Source: an optimization exercise on an open RTL-to-GDS flow (aim: small area, a short achievable clock period and few clock cycles per item). Production flows keep margins and buffers that such runs may drop.
The RTL was checked by simulation tests, not by an equivalence proof against the original design.
Power is estimated from default activity; no workload was simulated.

Setup of build 17:
## tdn2_acc
module tdn2_acc (
    input  wire        clk,
    input  wire        rst,           
    input  wire        cmd_valid,
    output wire        cmd_ready,
    input  wire [23:0] cmd,
    input  wire        btn,           
    output reg         rsp_valid,
    output reg  [1:0]  rsp_status,
    output reg  [15:0] rsp_data,
    output reg         rly_auto,
    output reg         rly_dir,
    output reg         drv_pwr
);
Size: roughly 2900 cells after synthesis, ~330 flip-flops, roughly 24000 um^2 of cells after synthesis.
export LEC_CHECK = 0
export CAP_MARGIN = 20
export CORE_MARGIN = 2
export CORE_UTILIZATION = 55
export SLEW_MARGIN = 20
create_clock -name core_clock -period 12.0 [get_ports {clk}]
standard.sh (not shown) runs the stock make flow with config.mk's settings and CLKGATE_MAP_FILE= SYNTH_SCRIPT=/design/flow/synth_recipe.tcl, a recipe that flattens the netlist after the stock synthesis.
==> flow/flow/run.sh <==
#!/bin/bash
# The standard layout (standard.sh: ORFS from synthesis to the final
# layout), with the timing repair after placement, CTS and global routing
# aiming at 5 ns instead of the 12 ns clock period, so that the layout
# gets as fast as the logic allows. Everything else is the standard flow.
set -euo pipefail
bash standard.sh SETUP_SLACK_MARGIN=7 finish > standard.log 2>&1
Testbench counts of build 17, summed over its fixed seeds: cycles 805,560, ops 776,106.
Input changes introduced in build 36 (baseline for comparison: build 17):
- putting TNS_END_PERCENT at 100 where nothing was set
==> flow/flow/run.sh <==
#!/bin/bash
# The standard layout (standard.sh: ORFS from synthesis to the final
# layout), with two changes to how the layout is made:
# - the timing repair after placement, CTS and global routing aims at 5 ns
#   instead of the 12 ns clock period, so that the layout gets as fast as
#   the logic allows;
# - every input and output port still gets a buffer, but a buf_2 rather than
#   the delay buffer buffer_ports picks by default (smaller and faster).
# Everything else is the standard flow.
set -euo pipefail
bash standard.sh SETUP_SLACK_MARGIN=7 "BUFFER_PORTS_ARGS=-buffer_cell sky130_fd_sc_hd__buf_2" finish > standard.log 2>&1
Results
Build 36 completed; timing, DRC and antenna clean. Compared with build 17, build 36 shows a higher switching power total. Fraction of the mapped netlist area in compound gates essentially unchanged between build 36 and build 17. What build 17 reported for clock network power has to be multiplied by 1.05 to get the figure for build 36. Of build 17 and build 36, the lower logic depth of the worst setup path including buffers belongs to build 17. Compared with build 17, build 36 shows a lower area share of buffers outside the clock network. Final-layout setup total negative slack essentially unchanged between build 17 and build 36. Maximum cell stage delay along the critical path: build 17 and build 36 compared, lower one is build 17. Going from build 17 to build 36, smallest setup slack after layout now smaller, clock group share of total power now larger. Diff build 17 -> build 36 | area of combinational cells with multiple inputs | increase of 160 um^2. When build 36 is set beside build 17, its fraction of area in clock buffers and inverters turns out to be 0.39 points larger.
diff inputs: build 36 => build 88
==> flow/flow/run.sh <==
#!/bin/bash
# The standard layout (standard.sh: ORFS from synthesis to the final
# layout), with the timing repair after placement, CTS and global routing
# aiming at 5.25 ns instead of the 12 ns clock period, so that the layout
# gets as fast as the logic allows. Everything else is the standard flow.
set -euo pipefail
bash standard.sh SETUP_SLACK_MARGIN=6.75 finish > standard.log 2>&1
[summary]
The flow did not stop early for build 88: all stages ran, and the layout cleared the timing, design-rule and antenna checks. Delta (build 88 minus build 36): critical path depth lower; sequential share of cell area higher. Clock period minus final worst setup slack: build 88 vs build 36 up 60 ps.
diff inputs: build 88 => build 32
==> flow/flow/run.sh <==
#!/bin/bash
# The standard layout (standard.sh: ORFS from synthesis to the final
# layout), with the timing repair after placement, CTS and global routing
# aiming at 5 ns instead of the 12 ns clock period, and sizing not held to the
# cells footprints, so that the layout
# gets as fast as the logic allows. Everything else is the standard flow.
set -euo pipefail
bash standard.sh SETUP_SLACK_MARGIN=7 MATCH_CELL_FOOTPRINT=0 finish > standard.log 2>&1
Notes after the runs:
- Going from build 88 to build 32, maximum fanout along the worst path held; storage element area closely matched the old numbers; non-clock buffer count now sits higher.
- On power, build 32 does worse than build 88.
Inputs modified between build 32 and build 40:
==> flow/flow/run.sh <==
#!/bin/bash
# The standard layout (standard.sh: ORFS from synthesis to the final
# layout), with the timing repair after placement, CTS and global routing
# aiming at 4.75 ns instead of the 12 ns clock period, so that the layout
# gets as fast as the logic allows. Everything else is the standard flow.
set -euo pipefail
bash standard.sh SETUP_SLACK_MARGIN=7.25 finish > standard.log 2>&1
The synthesized area of build 40 and that of build 32 are within noise of each other.
When build 40 is measured against build 32, its proportion of power drawn by the clock network turns out 2.2 points lower.
Re clock-cell share of area: build 32 was higher than build 40.
Lower buffers inserted during post-CTS setup optimization goes to build 32 over build 40.
Any difference in final-layout worst hold slack between build 32 and build 40 is small enough to ignore.
Post-route fraction of the period consumed by the critical path delta (build 32 -> build 40): insignificant
There was hardly any difference in register-to-register slack between build 40 and build 32.
As far as fmax is concerned, build 32 and build 40 perform about the same.
Delta (build 40 minus build 32): wire length of the first global-routing pass grew by 1.6%; overall power after layout grew by 310 uW.
Input changes introduced in build 52 (baseline for comparison: build 40):
==> flow/flow/run.sh <==
#!/bin/bash
# The standard layout (standard.sh: ORFS from synthesis to the final
# layout), with the timing repair after placement, CTS and global routing
# aiming at 5 ns instead of the 12 ns clock period, so that the layout
# gets as fast as the logic allows. Everything else is the standard flow.
set -euo pipefail
bash standard.sh SETUP_SLACK_MARGIN=7 finish > standard.log 2>&1
### Flow results
- Summary of build 52 over build 40: maximum frequency grew by 0.80%; power decreased by 390 uW relative to the old numbers; core occupancy in the finished layout shows a reduction of 2.4 points.
- Build 52 ends up with higher sequential share of layout area than build 40 does.
- Sort build 40 and build 52 by count of fill cells added during filler insertion, descending, and build 52 comes first.
- Relative to build 40, register-to-register slack has increased by 40 ps in build 52.
- Between build 40 and build 52, non-filler instance count after layout is higher for build 40, build 52 comes in under that.

---

tdn2_acc again, from the RTL that the note above started with.
export LEC_CHECK = 0
export CAP_MARGIN = 20
export CORE_MARGIN = 2
export CORE_UTILIZATION = 55
export SLEW_MARGIN = 20
export TNS_END_PERCENT = 100
create_clock -name core_clock -period 12.0 [get_ports {clk}]
==> flow/flow/run.sh <==
#!/bin/bash
# The standard layout (standard.sh: ORFS from synthesis to the final
# layout), with two changes to how the layout is made:
# - the timing repair after placement, CTS and global routing aims at 5.25 ns
#   instead of the 12 ns clock period, so that the layout gets as fast as
#   the logic allows;
# - every input and output port still gets a buffer, but a buf_2 rather than
#   the delay buffer buffer_ports picks by default (smaller and faster).
# Everything else is the standard flow.
set -euo pipefail
bash standard.sh SETUP_SLACK_MARGIN=6.75 "BUFFER_PORTS_ARGS=-buffer_cell sky130_fd_sc_hd__buf_2" finish > standard.log 2>&1
The first run completed without violations.
Testbench counts at the start, summed over its fixed seeds: cycles 805,560, ops 776,106.
Rerun with:
==> flow/flow/run.sh (replaced) <==
#!/bin/bash
# The standard layout (standard.sh: ORFS from synthesis to the final
# layout), with two changes to how the layout is made:
# - the timing repair after placement, CTS and global routing aims at 5 ns
#   instead of the 12 ns clock period, so that the layout gets as fast as
#   the logic allows;
# - every input and output port still gets a buffer, but a buf_2 rather than
#   the delay buffer buffer_ports picks by default (smaller and faster).
# Everything else is the standard flow.
set -euo pipefail
bash standard.sh SETUP_SLACK_MARGIN=7 "BUFFER_PORTS_ARGS=-buffer_cell sky130_fd_sc_hd__buf_2" finish > standard.log 2>&1
- TNS_END_PERCENT: 100 -> unset
Outcome:
- The changed run completed with no timing, DRC or antenna violations
- hold slack is about the same
- non-clock buffer count is higher by 1
- cell area increases slightly
- flip-flop and latch count stays the same
- worst setup slack is better by 0.14 ns

afterwards: timing with drivers on the ports:
The flow's constraints put no driver on any port. The routed layouts listed below were extracted and timed again, unchanged, in two steps. Step 1, drivers: a clkbuf_16 drives clk and a buf_2 each remaining input, both assumed. Step 2 also shifts input and output timing later by t, the mid clock arrival at the registers, as if the neighbouring blocks saw the same clock. Three values: no drivers, after step 1, after step 2; two values: the first two.
| run | t, ns | setup slack, ns | latest minus earliest clock arrival (ns) |
|---|---|---|---|
| build 17 | 0.615 | 7.111 / 7.111 / 6.594 | 0.038 / 0.038 |
| build 36 | 0.615 | 7.039 / 7.039 / 6.605 | 0.050 / 0.049 |
| build 88 | 0.611 | 6.980 / 6.980 / 6.414 | 0.018 / 0.019 |
| build 32 | 0.619 | 7.072 / 7.072 / 6.581 | 0.027 / 0.027 |
| build 40 | 0.623 | 7.072 / 7.072 / 6.684 | 0.034 / 0.035 |
| build 52 | 0.615 | 7.111 / 7.111 / 6.594 | 0.038 / 0.038 |
| the first run of note 2 | 0.622 | 6.900 / 6.900 / 6.373 | 0.035 / 0.036 |
| the second run of note 2 | 0.615 | 7.039 / 7.039 / 6.605 | 0.050 / 0.049 |
After both steps every run listed still meets setup and hold. For build 88, which loses most, drivers alone change the setup slack by 0.000 ns; drivers and shift together by -0.566 ns.
